Context: an optimization exercise on an open-source flow, tuned for small area, a short achievable clock period and few clock cycles per item. The choices shown serve that exercise and are no tape-out recipe.
At most, simulation tests tie the RTL to the original design; equivalence was not proved.
The RTL of runs 5 to 7 was laid out without a check of its function.
Power is estimated from default activity; no workload was simulated.

$ cat flow/flow/run.sh
#!/bin/bash
# The standard layout, with the ports buffered by plain buffers instead of the
# delay buffers buffer_ports picks by default.
set -euo pipefail
export BUFFER_PORTS_ARGS="-buffer_cell sky130_fd_sc_hd__buf_1"
bash standard.sh finish > standard.log 2>&1
$ cat flow/standard.sh
#!/bin/bash
# synth_recipe.tcl (not shown) runs the flow's synth.tcl, then flattens the netlist and writes it again
# the make line also repeats each setting of config.mk as NAME=value (left out here)
make -C /OpenROAD-flow-scripts/flow DESIGN_CONFIG=/design/flow/config.mk WORK_HOME=/design/flow/orfs CLKGATE_MAP_FILE= SYNTH_SCRIPT=/design/flow/synth_recipe.tcl "${@:-finish}"
$ cat flow/config.mk
export PLATFORM = sky130hd
export DESIGN_NAME = pxit_cksum
export DESIGN_NICKNAME = pxit_cksum
export VERILOG_FILES = /design/flow/design.v
export SDC_FILE = /design/flow/constraint.sdc
export NUM_CORES = 4
export LEC_CHECK = 0
export CAP_MARGIN = 20
export CORE_MARGIN = 2
export CORE_UTILIZATION = 30
export PLACE_DENSITY = 0.5
export SLEW_MARGIN = 20
export SYNTH_HIERARCHICAL = 1
export SYNTH_MINIMUM_KEEP_SIZE = 0
$ cat flow/constraint.sdc
create_clock -name core_clock -period 15.0 [get_ports {clk}]
set_input_delay 3.0000 -clock core_clock [delete_from_list [all_inputs] [get_ports {clk}]]
set_output_delay 3.0000 -clock core_clock [all_outputs]
set_load 0.01 [all_outputs]
$ cat flow/design.v
module pxit_cksum (
  input             clk,
  input             rst,           
  input             cfg_valid,
  output            cfg_ready,
  input      [31:0] cfg_seeds,
  input             in_valid,
  output            in_ready,
  input       [7:0] in_data,
  output reg        out_valid,
  output     [31:0] out_cksum,     
  output reg        out_ok,
  output     [31:0] poly
);
  localparam PKTSIZE = 337;
  localparam NDATA   = PKTSIZE - 4;    
  function automatic [7:0] xtime(input [7:0] a);
    xtime = {a[6:0], 1'b0} ^ (a[7] ? 8'h87 : 8'h00);
  endfunction
  reg        in_ready_r, cfg_ready_r;
  reg        busy;           
  reg  [2:0] step;           
  reg  [8:0] cnt;            
  reg  [7:0] d_r;            
  reg        v_r;            
  reg        eq_r;           
  reg        c_first;        
  reg        c_ck;           
  reg        g_d;            
  reg        g_w0;           
  assign in_ready  = in_ready_r;
  assign cfg_ready = cfg_ready_r;
  wire take    = in_valid && in_ready_r;
  wire cfg_acc = cfg_valid && cfg_ready_r;
  wire cnt0    = (cnt == 9'd0);
  wire cntck   = (cnt >= NDATA);
  wire cntlast = (cnt == PKTSIZE - 1);
  wire cfg_step = busy && step != 3'd0;    
  wire cfg_end  = busy && step == 3'd4;
  always @(posedge clk) begin
    if (take)
      d_r <= in_data;
    eq_r <= (in_data == d_r);
    if (rst) begin
      in_ready_r  <= 1'b0;
      cfg_ready_r <= 1'b1;
      busy        <= 1'b0;
      step        <= 3'd0;
      cnt         <= 9'd0;
      v_r         <= 1'b0;
      c_first     <= 1'b0;
      c_ck        <= 1'b0;
      g_d         <= 1'b0;
      g_w0        <= 1'b1;
      out_valid   <= 1'b0;
    end else begin
      busy        <= cfg_acc || (busy && !cfg_end);
      step        <= busy ? step + 3'd1 : 3'd0;
      in_ready_r  <= !cfg_acc && (in_ready_r || cfg_end);
      cfg_ready_r <= !cfg_acc && !(busy && !cfg_end) && !take && cnt0;
      if (take)
        cnt <= cntlast ? 9'd0 : cnt + 9'd1;
      v_r         <= take;
      c_first     <= take && cnt0;
      c_ck        <= take && cntck;
      g_d         <= take && !cntck;
      g_w0        <= !(take && (cnt0 || cntck));
      out_valid   <= c_ck && cnt0;    
    end
  end
  reg  [7:0] p0, p1, p2, p3;
  reg  [7:0] w0, w1, w2, w3;
  reg        uniform;        
  reg        match;          
  assign poly      = {p3, p2, p1, p0};
  assign out_cksum = {w0, w1, w2, w3};
  wire [7:0] m = (w0 & {8{g_w0}}) ^ (d_r & {8{g_d}});
  wire [7:0]  mx [0:7];
  wire [63:0] mxc;
  assign mx[0] = m;
  genvar j, k, b;
  generate
    for (j = 1; j < 8; j = j + 1) begin : g_x
      assign mx[j] = xtime(mx[j-1]);
    end
    for (j = 0; j < 8; j = j + 1) begin : g_j
      for (b = 0; b < 8; b = b + 1) begin : g_b
        assign mxc[8*b + j] = mx[j][b];
      end
    end
  endgenerate
  wire [31:0] pk = {p3, p2, p1, p0};
  wire [31:0] mp;
  generate
    for (k = 0; k < 4; k = k + 1) begin : g_k
      for (b = 0; b < 8; b = b + 1) begin : g_b
        pxit_cksum_dot u_dot (.c(pk[8*k +: 8]), .v(mxc[8*b +: 8]), .y(mp[8*k + b]));
      end
    end
  endgenerate
  wire [31:0] feed = {w1 & {8{!c_first}}, w2 & {8{!c_first}}, w3 & {8{!c_first}},
                      w0 & {8{c_ck}}};
  wire [31:0] wn   = feed ^ mp;
  wire        eq_w = (d_r == w0);
  always @(posedge clk) begin
    if (busy && step == 3'd0) begin
      p3 <= 8'd0;
      p2 <= 8'd0;
      p1 <= 8'd0;
      p0 <= 8'd1;
    end else if (cfg_step) begin
      p3 <= p2 ^ mp[31:24];
      p2 <= p1 ^ mp[23:16];
      p1 <= p0 ^ mp[15:8];
      p0 <= mp[7:0];
    end
    if (cfg_ready_r)
      {w3, w2, w1, w0} <= cfg_seeds;
    else if (v_r || cfg_step)
      {w0, w1, w2, w3} <= wn;
    if (v_r)
      uniform <= c_first || (uniform && eq_r);
    if (c_ck)
      match <= (cnt == NDATA + 1 || match) && eq_w;    
    out_ok <= match && eq_w && !(uniform && eq_r);
  end
endmodule
module pxit_cksum_dot (
  input  [7:0] c,
  input  [7:0] v,
  output       y
);
  assign y = ^(c & v);
endmodule
==> results of run 1 <==
[state kept, by name, summed over array words and instances (netlist names), 8 cells and up]
| name | count |
|---|---|
| w2 | 8 |
| cnt | 9 |
| w1 | 8 |
| d_r | 8 |
| p1 | 8 |
| p0 | 8 |
| p2 | 8 |
| w3 | 8 |
| w0 | 8 |
| p3 | 8 |
[modules after synthesis, one instance, submodules excluded]
module | times used | cells inside | cell area (sq um) | flip-flops and latches
pxit_cksum | 1 | 496 | 4830 | 97
pxit_cksum_dot | 32 | 15 | 91.3 | 0
[through the flow]
| stage | std cells | setup WS (ns) | utilization |
|---|---|---|---|
| detailed placement | 1409 | 10.56 | 0.342 |
| global route | 1425 | 10.33 | 0.354 |
| CTS | 1425 | 10.64 | 0.354 |
| finish | 1425 | 10.60 | 0.354 |
| global placement | 1409 | 10.58 | 0.342 |
| floorplan | 976 | 10.88 | - |
[worst max-delay path: stages (launching register included)]
cell	delay (ns)
dfxtp_1	0.53
nand2_1	0.11
xnor2_1	0.38
xnor3_1	0.69
xor2_1	0.70
xor2_1	0.68
nand2_1	0.14
xnor2_1	0.23
xnor2_1	0.11
xnor2_1	0.31
xnor2_1	0.16
o21ai_0	0.08
[cell type report]
cell class              count  area [sq um]
multi-input cells         816          5180
well taps                 330           413
fillers                  2740         16300
flip-flops and latches     97          2360
clock buffers              10           250
inverters                  41           154
repair buffers            125           522
clock inverters             6          57.6
[cell usage in the layout (no fill, tap or decap), drive strengths merged]
cell	synthesis	routed
nand4	7	7
buf	4	125
nand2	331	331
a31oi	2	2
or3	1	1
nor2b	24	24
nand3	3	3
a21oi	2	2
a41o	1	1
and3	1	1
a22oi	1	1
o21a	1	1
clkbuf	18	10
and2	4	4
edfxtp	42	42
o22ai	24	24
nor2	17	17
xor2	67	67
nor3b	2	2
xor3	1	1
xnor2	264	264
clkinv	1	4
dfxtp	55	55
nand2b	2	2
o21ai	42	42
o22a	1	1
xnor3	2	2
ha	6	6
nor3	7	7
a31o	1	1
inv	40	43
a211oi	1	1
o311ai	1	1
[layer usage]
| layer | track usage | up-vias | wire [um] |
|---|---|---|---|
| met4 | 0.0621 | 0 | 705 |
| li1 | - | 3306 | - |
| met1 | 0.257 | 3144 | 11800 |
| met3 | 0.0296 | 31 | 1170 |
| met2 | 0.314 | 155 | 11900 |
| met5 | 0 | - | 0 |
[cell families (layout without fill, tap and decap cells)]
kind of cell | count (synthesis) | in the layout | share of synthesized area
flip-flops | 97 | 97 | 0.305
XOR/XNOR | 334 | 334 | 0.388
buffers and inverters | 63 | 182 | 0.0320
adder cells (fa/ha/maj) | 6 | 6 | 0.00968
AO/OA/AOI/OAI | 77 | 77 | 0.0570
AND/OR/NAND/NOR | 399 | 399 | 0.209
[final timing paths]
kind	startpoint	endpoint	slack [ns]	cells after the start
worst max-delay path	g_w0	w0[2]	10.60	11
worst min-delay path	step[0]	step[0]	0.45	1
worst max register to register	g_w0	w0[2]	10.60	11
worst min register to register	step[0]	step[0]	0.45	1
[power groups by stage]
| stage | Sequential (uW) | Clock, uW | Combinational (uW) |
|---|---|---|---|
| after global placement | 384 | 0 | 621 |
| after detailed placement | 384 | 0 | 625 |
| after CTS | 378 | 250 | 627 |
| after floorplan | 372 | 0 | 425 |
| final | 379 | 246 | 624 |
| after global routing | 384 | 259 | 674 |
==> metrics.md, run 1 <==
| Metric | Value |
|---|---|
| Status | finished clean |
| Max-cap check violation count | 0 |
| Cell Pwr Density | 140 mW/mm^2 |
| Via Count | 6636 |
| Die Area | 0.0271 sq mm |
| Max rail drop VDD | 0.0000630 V |
| CTS H-tree lvls | 3 |
| Yosys cell types | 39 |
| Post-synth top area share | 0.298 |
| GRT overflow | 0 |
| Final wirelength | 25.6 mm |
| Warnings from Yosys | 7 |
| Top cells by count, synth | 331 x nand2_1, 264 x xnor2_1, 65 x xor2_1 |
| Initial DRC count | 471 |
| Fin area | 0.00894 sq mm |
| Arr. time, crit path | 4.49 ns |
| GPL Wtd Cong | 0.839 |
| Crit path capture type | register |
| DR DRC count | 0 |
| Syn Inst Count | 976 |
| Clk sink count | 97 |
| Register area share after synthesis | 0.305 |
| N_diodes | 0 |
| Drt pass-1 iters | 5 |
| Slew Limit Fails | 0 |
| Clock share of power | 0.197 |
| Final Setup Violations | 0 |
| Maximum root-to-sink buffer count | 2 |
| Cell accounting for the most synthesized area | xnor2_1 |
| Setup CP Type | reg -> reg |
| Min Tclk post-route | 4.40 ns |
| Most frequent cell after synthesis | nand2_1 |
| Post-DP Area | 0.00863 sq mm |
| Clock transition at path regs | 0.08 ns |
| Clk latency of the worst-skew pair | 0.36 ns |
| CTS Buf Count | 9 |
| Number of flops mapped to enable cells by yosys | 42 |
| Initial Util | 0.307 |
| CTS root buffer | clkbuf_16 |
| Wire per inst | 18.0 um |
| Die W | 165 um |
| TritonCTS clock tree | built |
| Total Power | 1250 uW |
| Synth area leaders | xnor2_1 30%, edfxtp_1 16%, nand2_1 16% |
| Final Hold Viols | 0 |
| Antenna-violating nets left | 0 |
| Slew Limit Headroom | 0.345 |
| Max FO, Critical Path | 10 |
| Pint | 690 uW |
| Pin count of the biggest net entering global routing | 68 |
| Die Ht | 165 um |
| RSZ-0062 raised after global routing | no |
| Worst clock skew | 0.0110 ns |
| Core Region | 0.0253 sq mm |
| IO buf count | 111 |
| Initial antenna violation count | 0 |
| Mapped Nets | 1026 |
| Fin Setup TNS | 0 ns |
| Sw frac | 0.447 |
| Sequential fraction of design power | 0.303 |
| Post_cts resized | 0 |
| FF+latch count, synth | 97 |
| GRT Util Overall | 0.191 |
| First-pass GRT wire length | 38.6 mm |
| CP Data Required Time | 15.09 ns |
| Cts hold-fix bufs | 0 |
| Via density | 4.66 |
| Mean Syn Cell Area | 7.94 sq um |
| Maximum clock rate | 227 MHz |
| Number of global-route vias before repair | 6327 |
| Rows | 58 |
| Worst-margin pin slew | 0.980 ns |
| Ys flop type | dfxtp_1 |
| Psw | 559 uW |
| Cell Area, Synth | 0.00775 sq mm |
| Nets | 1140 |
| LEAKAGE | 0.00267 uW |
| IO Count | 112 |
| Worst Setup Start Kind | register |
| WHS | 0.449 ns |
| Layout cells sized above 1 | 0.0374 |
| Post-CTS setup buffer count | 0 |
| Hpwl dp | 18.3 mm |
| Comb pwr share | 0.500 |
| Hold Path Class | reg -> reg |
| Syn-to-layout area delta | 15.3% |
| Fraction of registers with async set or reset after synthesis | 0 |
| Final period util | 0.293 |
Testbench counts, summed over its fixed seeds: cycles 32,360, packets 96.
==> run 2: changes to the inputs <==
==> flow/flow/run.sh (replaced) <==
#!/bin/bash
# The standard layout, with the ports buffered by plain buffers instead of the
# delay buffers buffer_ports picks by default, and timing repair asked for
# extra setup margin.
set -euo pipefail
export BUFFER_PORTS_ARGS="-buffer_cell sky130_fd_sc_hd__buf_1"
export SETUP_SLACK_MARGIN=11.8
bash standard.sh finish > standard.log 2>&1
==> metrics.md, run 2 <==
| Metric | Value |
|---|---|
| Via Count | 7361 |
| Setup CP Type | reg -> out |
| IO buf count | 111 |
| Drt pass-1 iters | 5 |
| Multi-input gate area | 0.00661 sq mm |
| Warnings from Yosys | 7 |
| RSZ-0062 raised after global routing | yes |
| Critical Path Max Stage Delay | 0.45 ns |
| CTS H-tree lvls | 3 |
| Slew Limit Fails | 0 |
| CTS root buffer | clkbuf_16 |
| Total Power | 1660 uW |
| Post-synth top area share | 0.298 |
| Final Hold Viols | 0 |
| GRT Util Overall | 0.213 |
| Most flop-heavy register | cnt |
| Ys flop type | dfxtp_1 |
| Die Area | 0.0271 sq mm |
| Final period util | 0.265 |
| Layout cells sized above 1 | 0.375 |
| GRT overflow | 0 |
| Fraction of registers with async set or reset after synthesis | 0 |
| Syn Inst Count | 976 |
| N_diodes | 0 |
| Die W | 165 um |
| First-pass GRT wire length | 42.6 mm |
| Sequential Area | 0.00249 sq mm |
| Maximum root-to-sink buffer count | 2 |
| Arr. time, crit path | 0.97 ns |
| Max FO, Critical Path | 2 |
| Number of flops mapped to enable cells by yosys | 42 |
| Initial Util | 0.307 |
| Synth area leaders | xnor2_1 30%, edfxtp_1 16%, nand2_1 16% |
| Core Util, Final | 0.472 |
| Min Tclk post-route | 3.97 ns |
| GPL Wtd Cong | 0.863 |
| Worst Setup Start Kind | register |
| Most frequent cell after synthesis | nand2_1 |
| CP Data Required Time | 12.00 ns |
| Slew Limit Headroom | 0.287 |
| Hold Path Class | reg -> reg |
| LEAKAGE | 0.00444 uW |
| Worst-path cell chain | clkbuf_2 |
| Most frequent cells in the layout | 270 x nand2_1, 175 x xnor2_1, 92 x buf_4 |
| Die Ht | 165 um |
| TritonCTS clock tree | built |
| Pin count of the biggest net entering global routing | 55 |
| Crit path capture type | output pin |
| # fillers | 2403 |
| Top cells by count, synth | 331 x nand2_1, 264 x xnor2_1, 65 x xor2_1 |
| Final WS setup | 11.03 ns |
| Core Region | 0.0253 sq mm |
| Delay-heaviest family, CP | flip-flops |
| Cell accounting for the most synthesized area | xnor2_1 |
| Pre-CTS setup slack | 10.62 ns |
| Via density | 4.77 |
| Clk latency of the worst-skew pair | 0.36 ns |
| Antenna-violating nets left | 0 |
| Worst-margin pin slew | 1.07 ns |
| Slowest stage cell, crit path | edfxtp_1 |
| Clock transition at path regs | 0.08 ns |
| Worst clock skew | 0.00967 ns |
| Cell Pwr Density | 139 mW/mm^2 |
| Max rail drop VDD | 0.0000593 V |
| Yosys cell types | 39 |
| FF+latch count, synth | 97 |
| Cell Area, Synth | 0.00775 sq mm |
| Mean Syn Cell Area | 7.94 sq um |
| Hpwl dp | 18.6 mm |
| IO Count | 112 |
| Wire per inst | 19.0 um |
| Maximum clock rate | 252 MHz |
| CTS Buf Count | 9 |
| Syn-to-layout area delta | 53.7% |
| Initial antenna violation count | 0 |
| Nets | 1257 |
| Register area share after synthesis | 0.305 |
| Initial DRC count | 534 |
| Final wirelength | 29.2 mm |
| DR DRC count | 0 |
| Clk sink count | 97 |
| Fin Setup TNS | 0 ns |
| WP buf/inv | 1 |
| Mapped Nets | 1026 |
| Status | finished clean |
| Number of global-route vias before repair | 6947 |
| Rows | 58 |
| Final Setup Violations | 0 |
| Commonest non-fill, non-tap cell in the layout | nand2_1 |
| Max-cap check violation count | 0 |
| Max reg flops | 9 |
run 2: cell counts after synthesis:
Identical to the previous run, type by type.
run 2: cell families after synthesis:
kind of cell	Yosys count	share of synthesized area
XOR/XNOR	334	0.388
flip-flops	97	0.305
buffers and inverters	63	0.0320
AO/OA/AOI/OAI	77	0.0570
AND/OR/NAND/NOR	399	0.209
adder cells (fa/ha/maj)	6	0.00968
run 2: worst paths after layout:
kind	start	endpoint	slack, ns	cells after the start
max	w3[5]	out_cksum[5]	11.03	1
min	step[0]	step[0]	0.45	1
max reg2reg	w0[7]	w1[7]	11.54	16
min reg2reg	step[0]	step[0]	0.45	1
run 2: metal layers:
metal / wire length, um / GRT usage / vias to the layer above / share of wire
li1: - / - / 3534 / -
met1: 12300 / 0.273 / 3564 / 0.42
met2: 14400 / 0.368 / 226 / 0.49
met3: 1710 / 0.0324 / 37 / 0.058
met4: 840 / 0.0680 / 0 / 0.029
met5: 0 / 0 / - / 0
run 2: timing repair:
action                     in CTS  in global routing
gates cloned                    2                  2
buffers inserted               84                 30
pin swaps                      60                 95
setup endpoints to repair     146                142
resized for setup             205                149
hold buffers                    0                  0
run 2: layout make-up:
cell class / count / area share
inverters: 41 / 0.0143
clock buffers: 10 / 0.0201
flip-flops and latches: 97 / 0.209
repair inverters: 1 / 0.000945
well taps: 330 / 0.0346
multi-input cells: 817 / 0.555
repair buffers: 240 / 0.161
clock inverters: 6 / 0.00525
run 2: modules after synthesis, one instance, submodules excluded:
| module | copies in the design | flip-flops and latches | cells inside | area, sq um |
|---|---|---|---|---|
| pxit_cksum | 1 | 97 | 496 | 4830 |
| pxit_cksum_dot | 32 | 0 | 15 | 91.3 |
run 2: metrics by stage:
step,instance area (sq um),instances,hold slack [ns]
5_1_grt,11900,1542,0.469
3_3_place_gp,9100,1408,0.437
2_1_floorplan,8290,976,0.417
3_5_place_dp,9100,1408,0.436
4_1_cts,11000,1510,0.452
6_report,11900,1542,0.452
run 2: where the power goes:
group | switching (uW) | internal (uW) | total (uW)
Sequential | 28.9 | 317 | 346
Clock | 119 | 121 | 240
Combinational | 557 | 515 | 1070
Total | 705 | 954 | 1660
==> run 3: changes to the inputs <==
--- a/flow/flow/run.sh
+++ b/flow/flow/run.sh
@@ -4,5 +4,5 @@
 # extra setup margin.
 set -euo pipefail
 export BUFFER_PORTS_ARGS="-buffer_cell sky130_fd_sc_hd__buf_1"
-export SETUP_SLACK_MARGIN=11.8
+export SETUP_SLACK_MARGIN=11.4
 bash standard.sh finish > standard.log 2>&1
==> metrics.md, run 3 <==
| Metric | Value |
|---|---|
| Status | finished clean |
| Ys flop type | dfxtp_1 |
| Cts hold-fix bufs | 0 |
| Register area share after synthesis | 0.305 |
| Mean Syn Cell Area | 7.94 sq um |
| Most frequent cells in the layout | 326 x nand2_1, 246 x xnor2_1, 92 x buf_4 |
| First-pass GRT wire length | 41.8 mm |
| Compound-Gate Fraction of Synth Area | 0.0570 |
| Fin area | 0.0105 sq mm |
| # fillers | 2581 |
| Core Region | 0.0253 sq mm |
| Maximum root-to-sink buffer count | 2 |
| CTS Buf Count | 9 |
| Mapped Nets | 1026 |
| Clock transition at path regs | 0.07 ns |
| N_diodes | 0 |
| Nets | 1225 |
| Cell accounting for the most synthesized area | xnor2_1 |
| Via Count | 7089 |
| Syn Inst Count | 976 |
| TritonCTS clock tree | built |
| Rows | 58 |
| LEAKAGE | 0.00364 uW |
| WP buf/inv | 1 |
| Main combinational cell family by area after synthesis | XOR/XNOR gates |
| Maximum clock rate | 249 MHz |
| WHS | 0.451 ns |
| Initial DRC count | 504 |
| Yosys cell types | 39 |
| DR DRC count | 0 |
| Worst Setup Start Kind | register |
| IO buf count | 111 |
| CTS root buffer | clkbuf_16 |
| Delay-heaviest family, CP | flip-flops |
| Layout cells sized above 1 | 0.226 |
| Final Setup Violations | 0 |
| Slew Limit Headroom | 0.418 |
| Synth Area in Adders | 0.00968 |
| Number of global-route vias before repair | 6697 |
| Number of flops mapped to enable cells by yosys | 42 |
| Cell Area, Synth | 0.00775 sq mm |
| Post-synth top area share | 0.298 |
| Max FO, Critical Path | 2 |
| Multi-input gate area | 0.00547 sq mm |
| Most flop-heavy register | cnt |
| Pin count of the biggest net entering global routing | 38 |
| Setup crit start | w0[3] |
| Critical Path Max Stage Delay | 0.49 ns |
| Fraction of registers with async set or reset after synthesis | 0 |
| Max rail drop VDD | 0.0000661 V |
| Die W | 165 um |
| Max reg flops | 9 |
| CP Data Required Time | 12.00 ns |
| Arr. time, crit path | 1.02 ns |
| Via density | 4.69 |
| Top cells by count, synth | 331 x nand2_1, 264 x xnor2_1, 65 x xor2_1 |
| Slowest stage cell, crit path | edfxtp_1 |
| Syn-to-layout area delta | 35.0% |
| Wire per inst | 19.0 um |
| Clk sink count | 97 |
| Commonest non-fill, non-tap cell in the layout | nand2_1 |
| GRT Util Overall | 0.211 |
| Crit path capture type | output pin |
| Die Ht | 165 um |
| Clk latency of the worst-skew pair | 0.36 ns |
| Worst-path cell chain | clkbuf_2 |
| Min Tclk post-route | 4.02 ns |
| Hold Startpoint | step[0] |
| IO Count | 112 |
| Slew Limit Fails | 0 |
| Worst-margin pin slew | 0.872 ns |
| Final wirelength | 28.7 mm |
| Synth Area in Simple Gates | 0.209 |
| Warnings from Yosys | 7 |
| GPL Wtd Cong | 0.896 |
| RSZ-0062 raised after global routing | yes |
| Hpwl dp | 18.3 mm |
| Cell Pwr Density | 138 mW/mm^2 |
| XOR/XNOR Fraction of Synth Area | 0.388 |
| Setup CP Type | reg -> out |
| Drt pass-1 iters | 5 |
| Antenna-violating nets left | 0 |
| FF+latch count, synth | 97 |
| Mux contribution to synthesized area | 0 |
| Final period util | 0.268 |
| Max-cap check violation count | 0 |
| Initial antenna violation count | 0 |
| Most frequent cell after synthesis | nand2_1 |
| GRT overflow | 0 |
| Hold Path Class | reg -> reg |
| Reg-to-Reg Start | w0[3] |
| Initial Util | 0.307 |
| Worst clock skew | 0.0124 ns |
| Die Area | 0.0271 sq mm |
| Post-DP Area | 0.00865 sq mm |
| Sequential Area | 0.00249 sq mm |
| Final Hold Viols | 0 |
| CTS H-tree lvls | 3 |
| Total Power | 1450 uW |
| Synth area leaders | xnor2_1 30%, edfxtp_1 16%, nand2_1 16% |
| Fin Setup TNS | 0 ns |
run 3: timing repair:
| action | CTS | global route |
|---|---|---|
| gates cloned | 2 | 1 |
| gates resized for setup | 162 | 68 |
| setup buffers | 58 | 26 |
| endpoints found under the setup margin | 117 | 106 |
| pin swaps | 2 | 26 |
run 3: area by class of cell:
type,instances,area share
tap,330,0.0395
sequential,97,0.238
multi-input combinational,816,0.523
inverter,41,0.0159
clock buffer,12,0.0276
timing repair buffer,210,0.152
clock inverter,4,0.00335
run 3: final timing paths:
| kind | slack (ns) | cells past startpoint | to |
|---|---|---|---|
| min | 0.45 | 1 | step[0] |
| max reg2reg | 11.47 | 14 | w0[2] |
| max | 10.98 | 1 | out_cksum[27] |
| min reg2reg | 0.45 | 1 | step[0] |
run 3: kinds of logic (layout without fill, tap and decap cells):
kind of cell    Yosys count  count (layout)
fa+ha+maj                 6               6
buf+inv                  63             267
xor+xnor                334             334
compound gates           77              77
simple gates            399             399
flops                    97              97
run 3: power by group:
part | total [uW] | internal [uW] | switching (uW)
combinational | 844 | 383 | 462
sequential | 349 | 317 | 31.5
clock | 253 | 140 | 113
total | 1450 | 840 | 606
run 3: modules after synthesis (local to each module, per instance):
| module | cells | flops+latches |
|---|---|---|
| pxit_cksum | 496 | 97 |
| pxit_cksum_dot | 15 | 0 |
run 3: per-layer routing:
| layer | vias up | wire length, um | GRT usage |
|---|---|---|---|
| met2 | 231 | 13500 | 0.351 |
| met3 | 55 | 1870 | 0.0482 |
| met5 | - | 0 | 0 |
| met1 | 3337 | 12100 | 0.262 |
| li1 | 3466 | - | - |
| met4 | 0 | 1230 | 0.0866 |
run 3: metrics by stage:
step                 util  worst slack [ns]  std cells
floorplan               -             11.31        976
global placement    0.343             10.86       1407
detailed placement  0.343             10.76       1407
CTS                 0.395             10.98       1483
global route        0.414             10.97       1510
finish              0.414             10.98       1510
==> run 4: changes to the inputs <==
--- a/flow/flow/run.sh
+++ b/flow/flow/run.sh
@@ -4,5 +4,5 @@
 # extra setup margin.
 set -euo pipefail
 export BUFFER_PORTS_ARGS="-buffer_cell sky130_fd_sc_hd__buf_1"
-export SETUP_SLACK_MARGIN=11.4
+export SETUP_SLACK_MARGIN=10.8
 bash standard.sh finish > standard.log 2>&1
==> metrics.md, run 4 <==
| Metric | Value |
|---|---|
| CTS Buf Count | 9 |
| Warnings from Yosys | 7 |
| Sequential Area | 0.00240 sq mm |
| Final WS setup | 10.89 ns |
| Total Power | 1260 uW |
| WP buf/inv | 1 |
| Clk latency of the worst-skew pair | 0.36 ns |
| Maximum root-to-sink buffer count | 2 |
| Final wirelength | 25.6 mm |
| Pre-CTS setup slack | 10.56 ns |
| Synth Area in Adders | 0.00968 |
| Cts hold-fix bufs | 0 |
| Initial Util | 0.307 |
| Register area share after synthesis | 0.305 |
| CP Data Required Time | 12.00 ns |
| Initial DRC count | 445 |
| Critical Path Max Stage Delay | 0.54 ns |
| GPL Wtd Cong | 0.839 |
| Slew Limit Headroom | 0.340 |
| Number of global-route vias before repair | 6335 |
| FF+latch count, synth | 97 |
| Max-cap check violation count | 0 |
| Max FO, Critical Path | 11 |
| Min Tclk post-route | 4.11 ns |
| Slew Limit Fails | 0 |
| Sequential fraction of design power | 0.303 |
| XOR/XNOR Fraction of Synth Area | 0.388 |
| Via Count | 6651 |
| Max reg flops | 9 |
| Main combinational cell family by area after synthesis | XOR/XNOR gates |
| Pin count of the biggest net entering global routing | 68 |
| Nets | 1142 |
| Layout cells sized above 1 | 0.0693 |
| N_diodes | 0 |
| Post-synth top area share | 0.298 |
| Worst-margin pin slew | 0.988 ns |
| Worst clock skew | 0.0107 ns |
| Die W | 165 um |
| Syn-to-layout area delta | 16.3% |
| Maximum clock rate | 243 MHz |
| Worst-path cell chain | buf_1 |
| DR DRC count | 0 |
| Pint | 696 uW |
| Die Area | 0.0271 sq mm |
| Synth Area in Simple Gates | 0.209 |
| Mapped Nets | 1026 |
| Most frequent cell after synthesis | nand2_1 |
| Die Ht | 165 um |
| Fraction of registers with async set or reset after synthesis | 0 |
| Sw frac | 0.447 |
| Commonest non-fill, non-tap cell in the layout | nand2_1 |
| Core Region | 0.0253 sq mm |
| Number of flops mapped to enable cells by yosys | 42 |
| Most flop-heavy register | cnt |
| TritonCTS clock tree | built |
| Delay-heaviest family, CP | flip-flops |
| Max rail drop VDD | 0.0000628 V |
| Rows | 58 |
| Multi-input gate area | 0.00521 sq mm |
| GRT Util Overall | 0.192 |
| Most frequent cells in the layout | 331 x nand2_1, 264 x xnor2_1, 111 x buf_1 |
| First-pass GRT wire length | 38.7 mm |
| Hold Path Class | reg -> reg |
| Psw | 562 uW |
| Mux contribution to synthesized area | 0 |
| CTS root buffer | clkbuf_16 |
| Status | finished clean |
| Clock share of power | 0.195 |
| Slowest stage cell, crit path | dfxtp_2 |
| IO Count | 112 |
| Worst Setup Start Kind | register |
| Crit path capture type | output pin |
| Mean Syn Cell Area | 7.94 sq um |
| Setup CP Type | reg -> out |
| Final Hold Viols | 0 |
| Yosys cell types | 39 |
| Core Util, Final | 0.357 |
| Final period util | 0.274 |
| Cell accounting for the most synthesized area | xnor2_1 |
| GRT overflow | 0 |
| Compound-Gate Fraction of Synth Area | 0.0570 |
| Antenna-violating nets left | 0 |
| # fillers | 2740 |
| Cell Pwr Density | 139 mW/mm^2 |
| CTS H-tree lvls | 3 |
| Top cells by count, synth | 331 x nand2_1, 264 x xnor2_1, 65 x xor2_1 |
| Wire per inst | 18.0 um |
| Fin Setup TNS | 0 ns |
| Comb pwr share | 0.502 |
| Synth area leaders | xnor2_1 30%, edfxtp_1 16%, nand2_1 16% |
| Drt pass-1 iters | 7 |
| Ys flop type | dfxtp_1 |
| Syn Inst Count | 976 |
| RSZ-0062 raised after global routing | yes |
| Initial antenna violation count | 0 |
| IO buf count | 111 |
| Cell Area, Synth | 0.00775 sq mm |
| Arr. time, crit path | 1.11 ns |
| Via density | 4.66 |
| Clock transition at path regs | 0.08 ns |
| Final Setup Violations | 0 |
| LEAKAGE | 0.00270 uW |
| Hpwl dp | 18.3 mm |
| Clk sink count | 97 |
-- run 4: cell counts after synthesis --
Identical to the previous run, type by type.
-- run 4: routing by layer --
layer | vias up | wire length, um | GRT usage
met5 | - | 0 | 0
met4 | 0 | 753 | 0.0636
met3 | 36 | 1410 | 0.0301
met2 | 185 | 11800 | 0.314
met1 | 3122 | 11600 | 0.258
li1 | 3308 | - | -
-- run 4: kinds of logic after synthesis --
| group | Yosys count |
|---|---|
| flops | 97 |
| buf+inv | 63 |
| simple gates | 399 |
| fa+ha+maj | 6 |
| compound gates | 77 |
| xor+xnor | 334 |
-- run 4: power groups by stage --
| stage | registers (uW) | clock network (uW) | logic (uW) |
|---|---|---|---|
| final | 381 | 245 | 631 |
| after global routing | 386 | 259 | 681 |
| after CTS | 380 | 250 | 628 |
| after detailed placement | 384 | 0 | 625 |
| after global placement | 384 | 0 | 621 |
| after floorplan | 372 | 0 | 425 |
-- run 4: area by class of cell --
class	instances	area share
clock inverter	6	0.00638
timing repair buffer	127	0.0595
sequential	97	0.266
clock buffer	10	0.0277
multi-input combinational	816	0.577
inverter	41	0.0171
tap	330	0.0458
-- run 4: worst paths after layout --
check	startpoint	to	slack, ns	cells past startpoint
setup / recovery	p2[3]	poly[19]	10.89	1
hold / removal	step[0]	step[0]	0.45	1
setup reg to reg	g_w0	w1[4]	10.98	11
hold reg to reg	step[0]	step[0]	0.45	1
-- run 4: per-module statistics from Yosys (local to each module, per instance) --
module | flops+latches | cell area (sq um)
pxit_cksum | 97 | 4830
pxit_cksum_dot | 0 | 91.3
-- run 4: stage by stage --
step / hold WS [ns] / area, sq um / instances
after global placement: 0.433 / 8630 / 1409
after floorplan: 0.417 / 7750 / 976
after global routing: 0.490 / 9020 / 1427
final: 0.449 / 9020 / 1427
after CTS: 0.454 / 8970 / 1425
after detailed placement: 0.444 / 8630 / 1409
-- run 4: timing repair --
item / 4_1_cts / 5_1_grt
pin swaps: 0 / 1
setup buffers: 0 / 2
endpoints found under the setup margin: 33 / 32
gates resized for setup: 23 / 11
==> run 5: changes to the inputs <==
--- a/flow/design.v
+++ b/flow/design.v
@@ -32,11 +32,14 @@
   assign cfg_ready = cfg_ready_r;
   wire take    = in_valid && in_ready_r;
   wire cfg_acc = cfg_valid && cfg_ready_r;
-  wire cnt0    = (cnt == 9'd0);
-  wire cntck   = (cnt >= NDATA);
+  wire cnt333  = (cnt == NDATA);
   wire cntlast = (cnt == PKTSIZE - 1);
+  wire cnt0_n  = v_r ? cntlast : (cnt == 9'd0);    
+  wire nx_first = cntlast;
+  wire nx_ck    = (cnt >= NDATA - 1) && !cntlast;
   wire cfg_step = busy && step != 3'd0;    
   wire cfg_end  = busy && step == 3'd4;
+  wire busy_n   = cfg_acc || (busy && !cfg_end);
   always @(posedge clk) begin
     if (take)
       d_r <= in_data;
@@ -48,24 +51,34 @@
       step        <= 3'd0;
       cnt         <= 9'd0;
       v_r         <= 1'b0;
-      c_first     <= 1'b0;
-      c_ck        <= 1'b0;
-      g_d         <= 1'b0;
-      g_w0        <= 1'b1;
       out_valid   <= 1'b0;
     end else begin
-      busy        <= cfg_acc || (busy && !cfg_end);
+      busy        <= busy_n;
       step        <= busy ? step + 3'd1 : 3'd0;
       in_ready_r  <= !cfg_acc && (in_ready_r || cfg_end);
-      cfg_ready_r <= !cfg_acc && !(busy && !cfg_end) && !take && cnt0;
-      if (take)
+      cfg_ready_r <= !busy_n && !take && cnt0_n;
+      if (v_r)
         cnt <= cntlast ? 9'd0 : cnt + 9'd1;
       v_r         <= take;
-      c_first     <= take && cnt0;
-      c_ck        <= take && cntck;
-      g_d         <= take && !cntck;
-      g_w0        <= !(take && (cnt0 || cntck));
-      out_valid   <= c_ck && cnt0;    
+      out_valid   <= v_r && cntlast;
+    end
+  end
+  always @(posedge clk) begin
+    if (rst || (busy && !busy_n)) begin
+      c_first <= 1'b1;
+      c_ck    <= 1'b0;
+      g_d     <= 1'b1;
+      g_w0    <= 1'b0;
+    end else if (busy_n) begin
+      c_first <= 1'b0;
+      c_ck    <= 1'b0;
+      g_d     <= 1'b0;
+      g_w0    <= 1'b1;
+    end else if (v_r) begin
+      c_first <= nx_first;
+      c_ck    <= nx_ck;
+      g_d     <= !nx_ck;
+      g_w0    <= !(nx_first || nx_ck);
     end
   end
   reg  [7:0] p0, p1, p2, p3;
@@ -120,8 +133,8 @@
       {w0, w1, w2, w3} <= wn;
     if (v_r)
       uniform <= c_first || (uniform && eq_r);
-    if (c_ck)
-      match <= (cnt == NDATA + 1 || match) && eq_w;    
+    if (v_r && c_ck)
+      match <= (cnt333 || match) && eq_w;
     out_ok <= match && eq_w && !(uniform && eq_r);
   end
 endmodule
==> metrics.md, run 5 <==
| Metric | Value |
|---|---|
| Worst clock skew | 0.0125 ns |
| Maximum clock rate | 242 MHz |
| Nets | 1149 |
| Final WS setup | 10.86 ns |
| Yosys cell types | 43 |
| Die Area | 0.0272 sq mm |
| Cell Pwr Density | 115 mW/mm^2 |
| Worst-margin pin slew | 1.05 ns |
| CTS root buffer | clkbuf_16 |
| IO Count | 112 |
| Min Tclk post-route | 4.14 ns |
| WP buf/inv | 1 |
| Syn Inst Count | 984 |
| CTS Buf Count | 9 |
| Die W | 165 um |
| RSZ-0062 raised after global routing | no |
| Ys flop type | dfxtp_1 |
| Clk latency of the worst-skew pair | 0.36 ns |
| Pint | 603 uW |
| Mean Syn Cell Area | 7.91 sq um |
| Slew Limit Fails | 0 |
| Via density | 4.60 |
| Fraction of registers with async set or reset after synthesis | 0 |
| Worst-path cell chain | buf_1 |
| Sequential fraction of design power | 0.345 |
| Cell total after placement | 1416 |
| Setup CP Type | reg -> out |
| Syn-to-layout area delta | 16.2% |
| Max rail drop VDD | 0.0000594 V |
| DR DRC count | 0 |
| Commonest non-fill, non-tap cell in the layout | nand2_1 |
| GPL Wtd Cong | 0.810 |
| Synth area leaders | xnor2_1 30%, edfxtp_1 16%, nand2_1 16% |
| Clk sink count | 97 |
| Warnings from Yosys | 7 |
| Critical Path Max Stage Delay | 0.59 ns |
| Max-cap check violation count | 0 |
| Worst Reg2Reg Path Length in Cells | 11 |
| Most flop-heavy register | cnt |
| Max reg flops | 9 |
| Mapped Nets | 1033 |
| Hpwl dp | 18.3 mm |
| IO buf count | 111 |
| Final Hold Viols | 0 |
| Sw frac | 0.422 |
| Top cells by count, synth | 328 x nand2_1, 266 x xnor2_1, 62 x xor2_1 |
| FF+latch count, synth | 97 |
| N_diodes | 0 |
| Comb pwr share | 0.424 |
| Worst Setup Start Kind | register |
| Arr. time, crit path | 1.14 ns |
| Via Count | 6604 |
| Rows | 58 |
| Number of global-route vias before repair | 6124 |
| Die Ht | 165 um |
| Final wirelength | 25.6 mm |
| Post-synth top area share | 0.299 |
| Cells on Worst Hold Path | 1 |
| Clock share of power | 0.230 |
| Final Setup Violations | 0 |
| CP Data Required Time | 12.00 ns |
| GRT Util Overall | 0.190 |
| Cell accounting for the most synthesized area | xnor2_1 |
| GRT overflow | 0 |
| Wire per inst | 17.8 um |
| Antenna-violating nets left | 0 |
| Number of flops mapped to enable cells by yosys | 42 |
| Status | finished clean |
| Slew Limit Headroom | 0.298 |
| Total Power | 1040 uW |
| Delay-heaviest family, CP | flip-flops |
| Fin Setup TNS | 0 ns |
| First-pass GRT wire length | 38.7 mm |
| Pre-CTS setup slack | 10.72 ns |
| Final period util | 0.276 |
| Register area share after synthesis | 0.304 |
| CTS H-tree lvls | 3 |
| Core Util, Final | 0.357 |
| Initial DRC count | 569 |
| Fin cells | 1435 |
| Clock transition at path regs | 0.08 ns |
| Cell Area, Synth | 0.00778 sq mm |
| Psw | 440 uW |
| Path length in cells of the critical path | 1 |
| Drt pass-1 iters | 5 |
| Most frequent cells in the layout | 328 x nand2_1, 263 x xnor2_1, 111 x buf_1 |
| Hold Path Class | reg -> reg |
| Initial Util | 0.307 |
| Initial antenna violation count | 0 |
| LEAKAGE | 0.00268 uW |
| Maximum root-to-sink buffer count | 2 |
| Most frequent cell after synthesis | nand2_1 |
| Crit path capture type | output pin |
| Core Region | 0.0253 sq mm |
| Slowest stage cell, crit path | dfxtp_1 |
| TritonCTS clock tree | built |
| Layout cells sized above 1 | 0.0715 |
| Pin count of the biggest net entering global routing | 67 |
| Max FO, Critical Path | 10 |
==> run 5: changes by cell type in the layout (fill, tap and decap cells not counted), sizes merged, moves of 2 or more <==
cell,delta
a21oi,+2
nor3,-2
nor2,+4
xor2,-4
xnor2,+2
==> run 5: layer usage <==
metal	vias up	global-route usage	share of wire
li1	3337	-	-
met4	0	0.0375	0.010
met2	189	0.279	0.42
met5	-	0	0
met1	3065	0.292	0.51
met3	13	0.0264	0.058
==> run 5: area by class of cell <==
| type | count | area [sq um] |
|---|---|---|
| Tap cell | 330 | 413 |
| Clock buffer | 10 | 239 |
| Fill cell | 2682 | 16300 |
| Clock inverter | 6 | 57.6 |
| Inverter | 41 | 154 |
| Sequential cell | 97 | 2400 |
| Multi-Input combinational cell | 823 | 5230 |
| Timing Repair Buffer | 128 | 544 |
==> run 5: modules after synthesis, one instance, submodules excluded <==
| module | copies in the design | cells | cell area (sq um) | flops+latches |
|---|---|---|---|---|
| pxit_cksum | 1 | 504 | 4860 | 97 |
| pxit_cksum_dot | 32 | 15 | 91.3 | 0 |
==> run 5: path summary, 6_finish.rpt <==
check	to	start	slack, ns
setup reg to reg	w2[0]	w0[4]	11.17
hold / removal	step[0]	step[0]	0.45
hold reg to reg	step[0]	step[0]	0.45
setup / recovery	poly[28]	p3[4]	10.86
==> run 5: power by group through the flow <==
stage | combinational (uW) | sequential [uW] | clock, uW
final | 443 | 360 | 240
after detailed placement | 433 | 363 | 0
after global routing | 479 | 364 | 254
after global placement | 431 | 363 | 0
after floorplan | 290 | 351 | 0
after CTS | 440 | 359 | 245
==> run 5: cells by family after synthesis <==
group | synth area share
and+or+nand+nor | 0.213
xor gates and xnor gates | 0.382
DFF | 0.304
AOI/OAI and AO/OA | 0.0602
buffers and inverters | 0.0322
adders and majority gates | 0.00804
muxes | 0.00129
==> run 5: per-stage QoR <==
step / hold slack [ns] / instance area [sq um]
final: 0.453 / 9040
after global routing: 0.488 / 9040
after CTS: 0.459 / 8990
after detailed placement: 0.446 / 8650
after global placement: 0.432 / 8650
after floorplan: 0.417 / 7780
==> run 5: what timing repair did <==
item | CTS | global route
hold buffers | 0 | 0
pin swaps | 0 | 1
gates resized for setup | 27 | 8
hold endpoints to repair | 0 | 0
setup endpoints to repair | 33 | 26
setup buffers | 0 | 3
==> run 6: changes to the inputs <==
--- a/flow/config.mk
+++ b/flow/config.mk
@@ -8,6 +8,8 @@
 export CAP_MARGIN = 20
 export CORE_MARGIN = 2
 export CORE_UTILIZATION = 30
+export CTS_CLUSTER_DIAMETER = 200
+export CTS_CLUSTER_SIZE = 60
 export PLACE_DENSITY = 0.5
 export SLEW_MARGIN = 20
 export SYNTH_HIERARCHICAL = 1
==> metrics.md, run 6 <==
| Metric | Value |
|---|---|
| Synth area leaders | xnor2_1 30%, edfxtp_1 16%, nand2_1 16% |
| N_diodes | 0 |
| Slowest stage cell, crit path | dfxtp_1 |
| Layout cells sized above 1 | 0.0715 |
| Number of flops mapped to enable cells by yosys | 42 |
| Initial DRC count | 569 |
| Most frequent cell after synthesis | nand2_1 |
| Antenna-violating nets left | 0 |
| Die Area | 0.0272 sq mm |
| Cells on Worst Hold Path | 1 |
| Drt pass-1 iters | 5 |
| Critical Path Max Stage Delay | 0.59 ns |
| Final period util | 0.276 |
| GPL Wtd Cong | 0.810 |
| FF-to-FF setup slack | 11.17 ns |
| Rows | 58 |
| Fin Setup TNS | 0 ns |
| Sequential Area | 0.00240 sq mm |
| Crit path capture type | output pin |
| Number of global-route vias before repair | 6124 |
| Nets | 1149 |
| Post-synth top area share | 0.299 |
| Hpwl dp | 18.3 mm |
| IO buf count | 111 |
| Initial Util | 0.307 |
| # fillers | 2682 |
| Clock transition at path regs | 0.08 ns |
| Via density | 4.60 |
| Worst-margin pin slew | 1.05 ns |
| GRT Util Overall | 0.190 |
| Cell Pwr Density | 115 mW/mm^2 |
| Final Hold Viols | 0 |
| Path length in cells of the critical path | 1 |
| Most frequent cells in the layout | 328 x nand2_1, 263 x xnor2_1, 111 x buf_1 |
| Mapped Nets | 1033 |
| Syn-to-layout area delta | 16.2% |
| Top cells by count, synth | 328 x nand2_1, 266 x xnor2_1, 62 x xor2_1 |
| Clk latency of the worst-skew pair | 0.36 ns |
| Hold Path End | step[0] |
| First-pass GRT wire length | 38.7 mm |
| Hold Path Class | reg -> reg |
| Yosys cell types | 43 |
| Setup CP Type | reg -> out |
| Pre-CTS setup slack | 10.72 ns |
| Final Setup Violations | 0 |
| Maximum root-to-sink buffer count | 2 |
| LEAKAGE | 0.00268 uW |
| Wire per inst | 17.8 um |
| Die Ht | 165 um |
| Cell accounting for the most synthesized area | xnor2_1 |
| Reg-to-Reg Start | w0[4] |
| Delay-heaviest family, CP | flip-flops |
| Multi-input gate area | 0.00523 sq mm |
| DR DRC count | 0 |
| Core Region | 0.0253 sq mm |
| Most flop-heavy register | cnt |
| Final wirelength | 25.6 mm |
| Cell total after placement | 1416 |
| Max rail drop VDD | 0.0000594 V |
| Max-cap check violation count | 0 |
| Final WS setup | 10.86 ns |
| Hold Startpoint | step[0] |
| Slew Limit Fails | 0 |
| Commonest non-fill, non-tap cell in the layout | nand2_1 |
| Min Tclk post-route | 4.14 ns |
| Clk sink count | 97 |
| Fin cells | 1435 |
| TritonCTS clock tree | built |
| Status | finished clean |
| Arr. time, crit path | 1.14 ns |
| Max reg flops | 9 |
| GRT overflow | 0 |
| Pin count of the biggest net entering global routing | 67 |
| Initial antenna violation count | 0 |
| FF+latch count, synth | 97 |
| Die W | 165 um |
| Fraction of registers with async set or reset after synthesis | 0 |
| CP Data Required Time | 12.00 ns |
| Maximum clock rate | 242 MHz |
| WP buf/inv | 1 |
| Worst Setup Start Kind | register |
| Ys flop type | dfxtp_1 |
| Syn Inst Count | 984 |
| Mean Syn Cell Area | 7.91 sq um |
| IO Count | 112 |
| CTS Buf Count | 9 |
| RSZ-0062 raised after global routing | no |
| Max FO, Critical Path | 10 |
| CTS root buffer | clkbuf_16 |
| Slew Limit Headroom | 0.298 |
| Worst Reg2Reg Path Length in Cells | 11 |
| Worst-path cell chain | buf_1 |
| CTS H-tree lvls | 3 |
| Crit Reg-Reg Endpoint | w2[0] |
| Warnings from Yosys | 7 |
| Cell Area, Synth | 0.00778 sq mm |
| Via Count | 6604 |
| Register area share after synthesis | 0.304 |
| Worst clock skew | 0.0125 ns |
[run 6: through the flow]
stage / hold WS [ns] / total power (uW) / area, sq um / util
final: 0.453 / 1040 / 9040 / 0.357
after floorplan: 0.417 / 641 / 7780 / -
after CTS: 0.459 / 1040 / 8990 / 0.355
after global placement: 0.432 / 794 / 8650 / 0.341
after detailed placement: 0.446 / 796 / 8650 / 0.341
after global routing: 0.488 / 1100 / 9040 / 0.357
[run 6: layout make-up]
| type | count | area share |
|---|---|---|
| multi-input combinational | 823 | 0.579 |
| clock inverter | 6 | 0.00637 |
| tap | 330 | 0.0457 |
| inverter | 41 | 0.0170 |
| sequential | 97 | 0.266 |
| clock buffer | 10 | 0.0264 |
| timing repair buffer | 128 | 0.0602 |
[run 6: report_power, final]
group | switching, uW | total (uW) | internal (uW) | leakage (uW)
logic | 270 | 443 | 173 | 0.00165
clock network | 119 | 240 | 121 | 0.000147
registers | 51.4 | 360 | 308 | 0.000882
total | 440 | 1040 | 603 | 0.00268
[run 6: logic make-up after synthesis]
group / after synthesis / share of synthesized area
AO/OA/AOI/OAI: 81 / 0.0602
XOR/XNOR: 332 / 0.382
adder cells (fa/ha/maj): 5 / 0.00804
flip-flops: 97 / 0.304
AND/OR/NAND/NOR: 404 / 0.213
buffers and inverters: 64 / 0.0322
multiplexers: 1 / 0.00129
[run 6: per-module statistics from Yosys, one instance, submodules excluded]
module | flip-flops and latches | cells inside | copies in the design | cell area, sq um
pxit_cksum_dot | 0 | 15 | 32 | 91.3
pxit_cksum | 97 | 504 | 1 | 4860
[run 6: how the worst max path moves through the flow]
| stage | from | end |
|---|---|---|
| after floorplan | cfg_valid | g_w0 |
| after global placement | g_d | w1[2] |
| after detailed placement | g_d | w1[2] |
| after CTS | p2[4] | poly[20] |
| after global routing | p3[4] | poly[28] |
| final | p3[4] | poly[28] |
[run 6: per-layer routing]
layer / vias up / global-route usage / wire length, um
li1: 3337 / - / -
met1: 3065 / 0.292 / 13000
met2: 189 / 0.279 / 10900
met3: 13 / 0.0264 / 1470
met4: 0 / 0.0375 / 258
met5: - / 0 / 0
[run 6: timing repair]
| item | 4_1_cts | 5_1_grt |
|---|---|---|
| hold buffers | 0 | 0 |
| resized for setup | 27 | 8 |
| buffers inserted | 0 | 3 |
| cloned | 0 | 0 |
| pin swaps | 0 | 1 |
| endpoints found under the setup margin | 33 | 26 |
| endpoints found under the hold margin | 0 | 0 |
==> run 7: changes to the inputs <==
--- a/flow/config.mk
+++ b/flow/config.mk
@@ -7,10 +7,9 @@
 export LEC_CHECK = 0
 export CAP_MARGIN = 20
 export CORE_MARGIN = 2
-export CORE_UTILIZATION = 30
-export CTS_CLUSTER_DIAMETER = 200
-export CTS_CLUSTER_SIZE = 60
-export PLACE_DENSITY = 0.5
+export CORE_UTILIZATION = 45
+export CTS_BUF_LIST = sky130_fd_sc_hd__clkbuf_8
+export PLACE_DENSITY = 0.65
 export SLEW_MARGIN = 20
 export SYNTH_HIERARCHICAL = 1
 export SYNTH_MINIMUM_KEEP_SIZE = 0
==> metrics.md, run 7 <==
| Metric | Value |
|---|---|
| Setup crit start | p3[4] |
| Sequential fraction of design power | 0.369 |
| Yosys cell types | 43 |
| Mapped Nets | 1033 |
| Status | finished clean |
| Final Setup Violations | 0 |
| Number of global-route vias before repair | 6218 |
| CP Data Required Time | 12.00 ns |
| GRT overflow | 0 |
| Via density | 5.21 |
| Worst Reg2Reg Path Length in Cells | 11 |
| Antenna-violating nets left | 0 |
| Register area share after synthesis | 0.304 |
| Core Region | 0.0171 sq mm |
| Syn Inst Count | 984 |
| Final period util | 0.278 |
| Worst-path cell chain | buf_1 |
| Pin count of the biggest net entering global routing | 40 |
| RSZ-0062 raised after global routing | yes |
| Most flop-heavy register | cnt |
| Slew Limit Fails | 0 |
| FF+latch count, synth | 97 |
| GRT Util Overall | 0.256 |
| Sw frac | 0.437 |
| FF-to-FF setup slack | 10.90 ns |
| Worst clock skew | 0.0120 ns |
| Cell accounting for the most synthesized area | xnor2_1 |
| Initial antenna violation count | 0 |
| Initial Util | 0.455 |
| Fraction of registers with async set or reset after synthesis | 0 |
| Crit path capture type | output pin |
| Path length in cells of the critical path | 1 |
| Critical Path Max Stage Delay | 0.57 ns |
| DR DRC count | 0 |
| Crit Reg-Reg Endpoint | w0[7] |
| Initial DRC count | 779 |
| Worst-margin pin slew | 0.980 ns |
| Pint | 548 uW |
| Wire per inst | 17.8 um |
| Arr. time, crit path | 1.17 ns |
| CP endpoint | poly[28] |
| Syn-to-layout area delta | 13.4% |
| Post-synth top area share | 0.299 |
| Most frequent cell after synthesis | nand2_1 |
| Hold Path Class | reg -> reg |
| TritonCTS clock tree | built |
| LEAKAGE | 0.00265 uW |
| Mean Syn Cell Area | 7.91 sq um |
| Slew Limit Headroom | 0.344 |
| CTS root buffer | clkbuf_8 |
| Slowest stage cell, crit path | dfxtp_1 |
| Layout cells sized above 1 | 0.0716 |
| Clock transition at path regs | 0.12 ns |
| Drt pass-1 iters | 5 |
| Comb pwr share | 0.446 |
| Clock share of power | 0.185 |
| IO Count | 112 |
| Warnings from Yosys | 7 |
| Die W | 135 um |
| GPL Wtd Cong | 0.879 |
| Cell Area, Synth | 0.00778 sq mm |
| Via Count | 6924 |
| Synth area leaders | xnor2_1 30%, edfxtp_1 16%, nand2_1 16% |
| Max-cap check violation count | 0 |
| Delay-heaviest family, CP | flip-flops |
| Fin Setup TNS | 0 ns |
| N_diodes | 0 |
| Hpwl dp | 16.4 mm |
| CTS H-tree lvls | 3 |
| Core Util, Final | 0.515 |
| Max rail drop VDD | 0.0000465 V |
| Die Ht | 135 um |
| Top cells by count, synth | 328 x nand2_1, 266 x xnor2_1, 62 x xor2_1 |
| Maximum clock rate | 240 MHz |
| # fillers | 1711 |
| Nets | 1148 |
| Worst Setup Start Kind | register |
| WP buf/inv | 1 |
| Die Area | 0.0184 sq mm |
| Clk latency of the worst-skew pair | 0.40 ns |
| Cell Pwr Density | 110 mW/mm^2 |
| Psw | 425 uW |
| Most frequent cells in the layout | 328 x nand2_1, 261 x xnor2_1, 111 x buf_1 |
| Final Hold Viols | 0 |
| Reg-to-Reg Start | g_d |
| Max reg flops | 9 |
| Ys flop type | dfxtp_1 |
| Final wirelength | 23.7 mm |
| Number of flops mapped to enable cells by yosys | 42 |
| First-pass GRT wire length | 35.9 mm |
| Setup CP Type | reg -> out |
| Maximum root-to-sink buffer count | 2 |
| CTS Buf Count | 9 |
| Cells on Worst Hold Path | 1 |
| Max FO, Critical Path | 10 |
| Rows | 48 |
| Min Tclk post-route | 4.17 ns |
| IO buf count | 111 |
| Clk sink count | 97 |
| Commonest non-fill, non-tap cell in the layout | nand2_1 |
## run 7: cell counts after synthesis
Identical to the previous run, type by type.
## run 7: what timing repair did
action | in CTS | in global routing
resized for setup | 30 | 8
hold buffers | 0 | 0
endpoints found under the hold margin | 0 | 0
pin swaps | 0 | 0
setup endpoints to repair | 34 | 28
setup buffers | 1 | 1
## run 7: worst min-delay path by stage
stage	start	end	slack, ns
2_1_floorplan	step[0]	step[0]	0.42
3_3_place_gp	step[0]	step[0]	0.43
3_5_place_dp	step[0]	step[0]	0.43
4_1_cts	step[0]	step[0]	0.45
5_1_grt	step[0]	step[0]	0.50
6_report	step[0]	step[0]	0.45
## run 7: layout make-up
class	instances	area (sq um)	share of cell area
multi-input combinational	823	5230	0.593
sequential	97	2400	0.273
timing repair buffer	127	553	0.0627
tap	225	282	0.0319
inverter	41	154	0.0174
clock buffer	9	124	0.0140
clock inverter	7	71.3	0.00809
## run 7: Yosys stat by module (local to each module, per instance)
module / cells inside / cell area [sq um] / flip-flops and latches
pxit_cksum: 504 / 4860 / 97
pxit_cksum_dot: 15 / 91.3 / 0
## run 7: logic make-up after synthesis
family | count (synthesis) | synth area share
fa+ha+maj | 5 | 0.00804
xor+xnor | 332 | 0.382
flops | 97 | 0.304
mux | 1 | 0.00129
simple gates | 404 | 0.213
buf+inv | 64 | 0.0322
compound gates | 81 | 0.0602
## run 7: stage by stage
step / setup WS (ns) / power [uW] / cells / instance area (sq um) / hold slack [ns]
2_1_floorplan: 11.17 / 641 / 984 / 7780 / 0.417
3_3_place_gp: 10.74 / 772 / 1311 / 8510 / 0.433
3_5_place_dp: 10.74 / 778 / 1311 / 8510 / 0.433
4_1_cts: 10.77 / 961 / 1328 / 8770 / 0.453
5_1_grt: 10.70 / 1020 / 1329 / 8820 / 0.500
6_report: 10.83 / 973 / 1329 / 8820 / 0.449
## run 7: power by group through the flow
stage / combinational, uW / clock, uW / sequential, uW
after floorplan: 290 / 0 / 351
after global placement: 408 / 0 / 363
after detailed placement: 415 / 0 / 364
after CTS: 421 / 182 / 358
after global routing: 468 / 191 / 362
final: 434 / 180 / 358
## run 7: routing by layer
layer	GRT usage	share of wire	vias to the layer above
met5	0	0	-
met1	0.392	0.46	3255
met4	0.0718	0.019	0
met2	0.382	0.43	307
met3	0.0262	0.085	29
li1	-	-	3333
==> run 8: changes to the inputs <==
--- a/flow/design.v
+++ b/flow/design.v
@@ -87,7 +87,7 @@
   reg        match;          
   assign poly      = {p3, p2, p1, p0};
   assign out_cksum = {w0, w1, w2, w3};
-  wire [7:0] m = (w0 & {8{g_w0}}) ^ (d_r & {8{g_d}});
+  wire [7:0] m = (w0 & {8{g_w0}}) ^ (d_r & {8{g_d && v_r}});
   wire [7:0]  mx [0:7];
   wire [63:0] mxc;
   assign mx[0] = m;
@@ -111,8 +111,9 @@
       end
     end
   endgenerate
-  wire [31:0] feed = {w1 & {8{!c_first}}, w2 & {8{!c_first}}, w3 & {8{!c_first}},
-                      w0 & {8{c_ck}}};
+  wire [31:0] seeds = {cfg_seeds[7:0], cfg_seeds[15:8], cfg_seeds[23:16], cfg_seeds[31:24]};
+  wire [31:0] feed  = {w1 & {8{!c_first}}, w2 & {8{!c_first}}, w3 & {8{!c_first}},
+                       w0 & {8{c_ck}}} | (seeds & {32{cfg_ready_r}});
   wire [31:0] wn   = feed ^ mp;
   wire        eq_w = (d_r == w0);
   always @(posedge clk) begin
@@ -127,9 +128,7 @@
       p1 <= p0 ^ mp[15:8];
       p0 <= mp[7:0];
     end
-    if (cfg_ready_r)
-      {w3, w2, w1, w0} <= cfg_seeds;
-    else if (v_r || cfg_step)
+    if (cfg_ready_r || v_r || cfg_step)
       {w0, w1, w2, w3} <= wn;
     if (v_r)
       uniform <= c_first || (uniform && eq_r);
--- a/flow/config.mk
+++ b/flow/config.mk
@@ -7,9 +7,8 @@
 export LEC_CHECK = 0
 export CAP_MARGIN = 20
 export CORE_MARGIN = 2
-export CORE_UTILIZATION = 45
-export CTS_BUF_LIST = sky130_fd_sc_hd__clkbuf_8
-export PLACE_DENSITY = 0.65
+export CORE_UTILIZATION = 30
+export PLACE_DENSITY = 0.5
 export SLEW_MARGIN = 20
 export SYNTH_HIERARCHICAL = 1
 export SYNTH_MINIMUM_KEEP_SIZE = 0
==> metrics.md, run 8 <==
| Metric | Value |
|---|---|
| Path length in cells of the critical path | 1 |
| Final Setup Violations | 0 |
| GRT Util Overall | 0.190 |
| IO buf count | 111 |
| Initial Util | 0.307 |
| Hpwl dp | 17.5 mm |
| Most frequent cells in the layout | 280 x nand2_1, 271 x xnor2_1, 111 x buf_1 |
| Final wirelength | 24.7 mm |
| Sequential Area | 0.00240 sq mm |
| Via density | 4.71 |
| Post-CTS setup buffer count | 0 |
| CTS Buf Count | 9 |
| First-pass GRT wire length | 38.0 mm |
| Via Count | 6375 |
| Crit path capture type | output pin |
| Fraction of registers with async set or reset after synthesis | 0 |
| Core Region | 0.0245 sq mm |
| WP buf/inv | 1 |
| FF-to-FF setup slack | 11.15 ns |
| LEAKAGE | 0.00252 uW |
| Slowest stage cell, crit path | dfxtp_2 |
| Commonest non-fill, non-tap cell in the layout | nand2_1 |
| Most frequent cell after synthesis | nand2_1 |
| Synth area leaders | xnor2_1 32%, edfxtp_1 17%, dfxtp_1 15% |
| Cell Area, Synth | 0.00752 sq mm |
| Worst-margin pin slew | 0.704 ns |
| Mapped Nets | 958 |
| Arr. time, crit path | 1.12 ns |
| # fillers | 2563 |
| FF+latch count, synth | 97 |
| Die Ht | 162 um |
| Clock transition at path regs | 0.08 ns |
| Post-synth top area share | 0.317 |
| Worst-path cell chain | buf_1 |
| Syn-to-layout area delta | 16.7% |
| Worst Setup Start Kind | register |
| Pin count of the biggest net entering global routing | 39 |
| Final Hold Viols | 0 |
| N_diodes | 0 |
| Critical Path Max Stage Delay | 0.56 ns |
| Status | finished clean |
| CP Data Required Time | 12.00 ns |
| Yosys cell types | 43 |
| Slew Limit Fails | 0 |
| Min Tclk post-route | 4.12 ns |
| Die Area | 0.0263 sq mm |
| CTS root buffer | clkbuf_16 |
| CTS H-tree lvls | 3 |
| Final period util | 0.275 |
| RSZ-0062 raised after global routing | no |
| Slew Limit Headroom | 0.529 |
| Cell accounting for the most synthesized area | xnor2_1 |
| DR DRC count | 0 |
| Syn Inst Count | 909 |
| Worst clock skew | 0.0123 ns |
| Mean Syn Cell Area | 8.27 sq um |
| Max reg flops | 9 |
| Multi-input gate area | 0.00499 sq mm |
| Warnings from Yosys | 7 |
| Maximum root-to-sink buffer count | 2 |
| Clk sink count | 97 |
| Nets | 1074 |
| Hold Path Class | reg -> reg |
| Layout cells sized above 1 | 0.0767 |
| Worst Reg2Reg Path Length in Cells | 10 |
| Cells on Worst Hold Path | 1 |
| Top cells by count, synth | 280 x nand2_1, 272 x xnor2_1, 55 x dfxtp_1 |
| Most flop-heavy register | cnt |
| GRT overflow | 0 |
| Clk latency of the worst-skew pair | 0.37 ns |
| TritonCTS clock tree | built |
| Core Util, Final | 0.359 |
| IO Count | 112 |
| Fin Setup TNS | 0 ns |
| Cell Pwr Density | 98.0 mW/mm^2 |
| Rows | 57 |
| Max rail drop VDD | 0.0000665 V |
| Max-cap check violation count | 0 |
| Initial DRC count | 505 |
| Number of global-route vias before repair | 5991 |
| Maximum clock rate | 243 MHz |
| GPL Wtd Cong | 0.801 |
| Wire per inst | 18.2 um |
| Delay-heaviest family, CP | flip-flops |
| Setup CP Type | reg -> out |
| Register area share after synthesis | 0.314 |
| Antenna-violating nets left | 0 |
| Die W | 162 um |
| Max FO, Critical Path | 11 |
| Number of flops mapped to enable cells by yosys | 42 |
| Ys flop type | dfxtp_1 |
| Initial antenna violation count | 0 |
| Drt pass-1 iters | 5 |
[run 8: routing by layer]
| metal | routed length [um] | global-route usage |
|---|---|---|
| met1 | 12300 | 0.285 |
| met2 | 10200 | 0.275 |
| met3 | 1710 | 0.0383 |
| met4 | 436 | 0.0535 |
| met5 | 0 | 0 |
[run 8: final cells by class]
| type | instances | share of cell area |
|---|---|---|
| Multi-Input combinational cell | 751 | 0.569 |
| Clock buffer | 9 | 0.0257 |
| Inverter | 42 | 0.0180 |
| Tap cell | 324 | 0.0462 |
| Sequential cell | 97 | 0.274 |
| Clock inverter | 7 | 0.00799 |
| Timing Repair Buffer | 124 | 0.0586 |
[run 8: through the flow]
step	area, sq um	setup slack [ns]	total power, uW	instances	hold WS [ns]
after floorplan	7520	11.26	512	909	0.417
after global placement	8380	10.44	620	1338	0.434
after detailed placement	8380	10.31	621	1338	0.446
after CTS	8740	10.80	867	1354	0.459
after global routing	8770	10.82	904	1354	0.496
final	8770	10.88	860	1354	0.457
[run 8: repair_timing]
| item | CTS | global route |
|---|---|---|
| hold buffers | 0 | 0 |
| resized for setup | 26 | 13 |
| setup endpoints to repair | 53 | 35 |
[run 8: cells by family after synthesis]
group / Yosys count / synth area share
buffers and inverters: 61 / 0.0320
flip-flops: 97 / 0.314
AO/OA/AOI/OAI: 79 / 0.0721
AND/OR/NAND/NOR: 337 / 0.180
adder cells (fa/ha/maj): 5 / 0.00832
XOR/XNOR: 329 / 0.392
multiplexers: 1 / 0.00150
[run 8: power breakdown]
part | internal, uW | switching (uW) | leakage (uW)
sequential | 312 | 39.2 | 0.000879
clock | 118 | 124 | 0.000147
combinational | 94.7 | 171 | 0.00150
[run 8: Yosys stat by module (local to each module, per instance)]
| module | cells | times used |
|---|---|---|
| pxit_cksum_dot | 15 | 32 |
| pxit_cksum | 429 | 1 |
[run 8: path summary, 6_finish.rpt]
kind,from,endpoint
worst min register to register,step[0],step[0]
worst min-delay path,step[0],step[0]
worst max-delay path,p1[2],poly[10]
worst max register to register,g_d,w0[7]
Testbench counts of run 8, summed over its fixed seeds: cycles 32,360, packets 96.

## port drivers added, routing unchanged
In the flow no input, the clock included, has a driving cell. The finished layouts below were timed again as built, in two steps. Step 1, drivers: a clkbuf_16 drives clk and a buf_2 each remaining input, both assumed. Step 2 moves the port delays by t, midway between the first and last clock arrival at a register: inputs arrive t later, outputs are due t later. That takes back most of the time a late clock gives input paths. a / b / c = ideal / step 1 / step 2; a / b = the first two.
run	t, ns	setup WS [ns]	worst setup path at the end	latest minus earliest clock arrival (ns)
run 1	0.405	10.600 / 10.600 / 10.562	input to register	0.011 / 0.012
run 2	0.406	11.030 / 10.982 / 11.181	input to register	0.010 / 0.010
run 3	0.400	10.978 / 10.931 / 11.123	input to register	0.013 / 0.013
run 4	0.405	10.889 / 10.842 / 10.553	input to register	0.010 / 0.011
run 5	0.398	10.861 / 10.814 / 10.894	input to register	0.013 / 0.012
run 6	0.398	10.861 / 10.814 / 10.894	input to register	0.013 / 0.012
run 7	0.427	10.834 / 10.800 / 10.904	register to register	0.012 / 0.012
run 8	0.405	10.879 / 10.835 / 10.993	input to register	0.012 / 0.012
After both steps setup and hold are still met in every run listed. The setup slack of run 4, which loses most, moves by -0.047 ns with the drivers and by -0.336 ns with both steps.
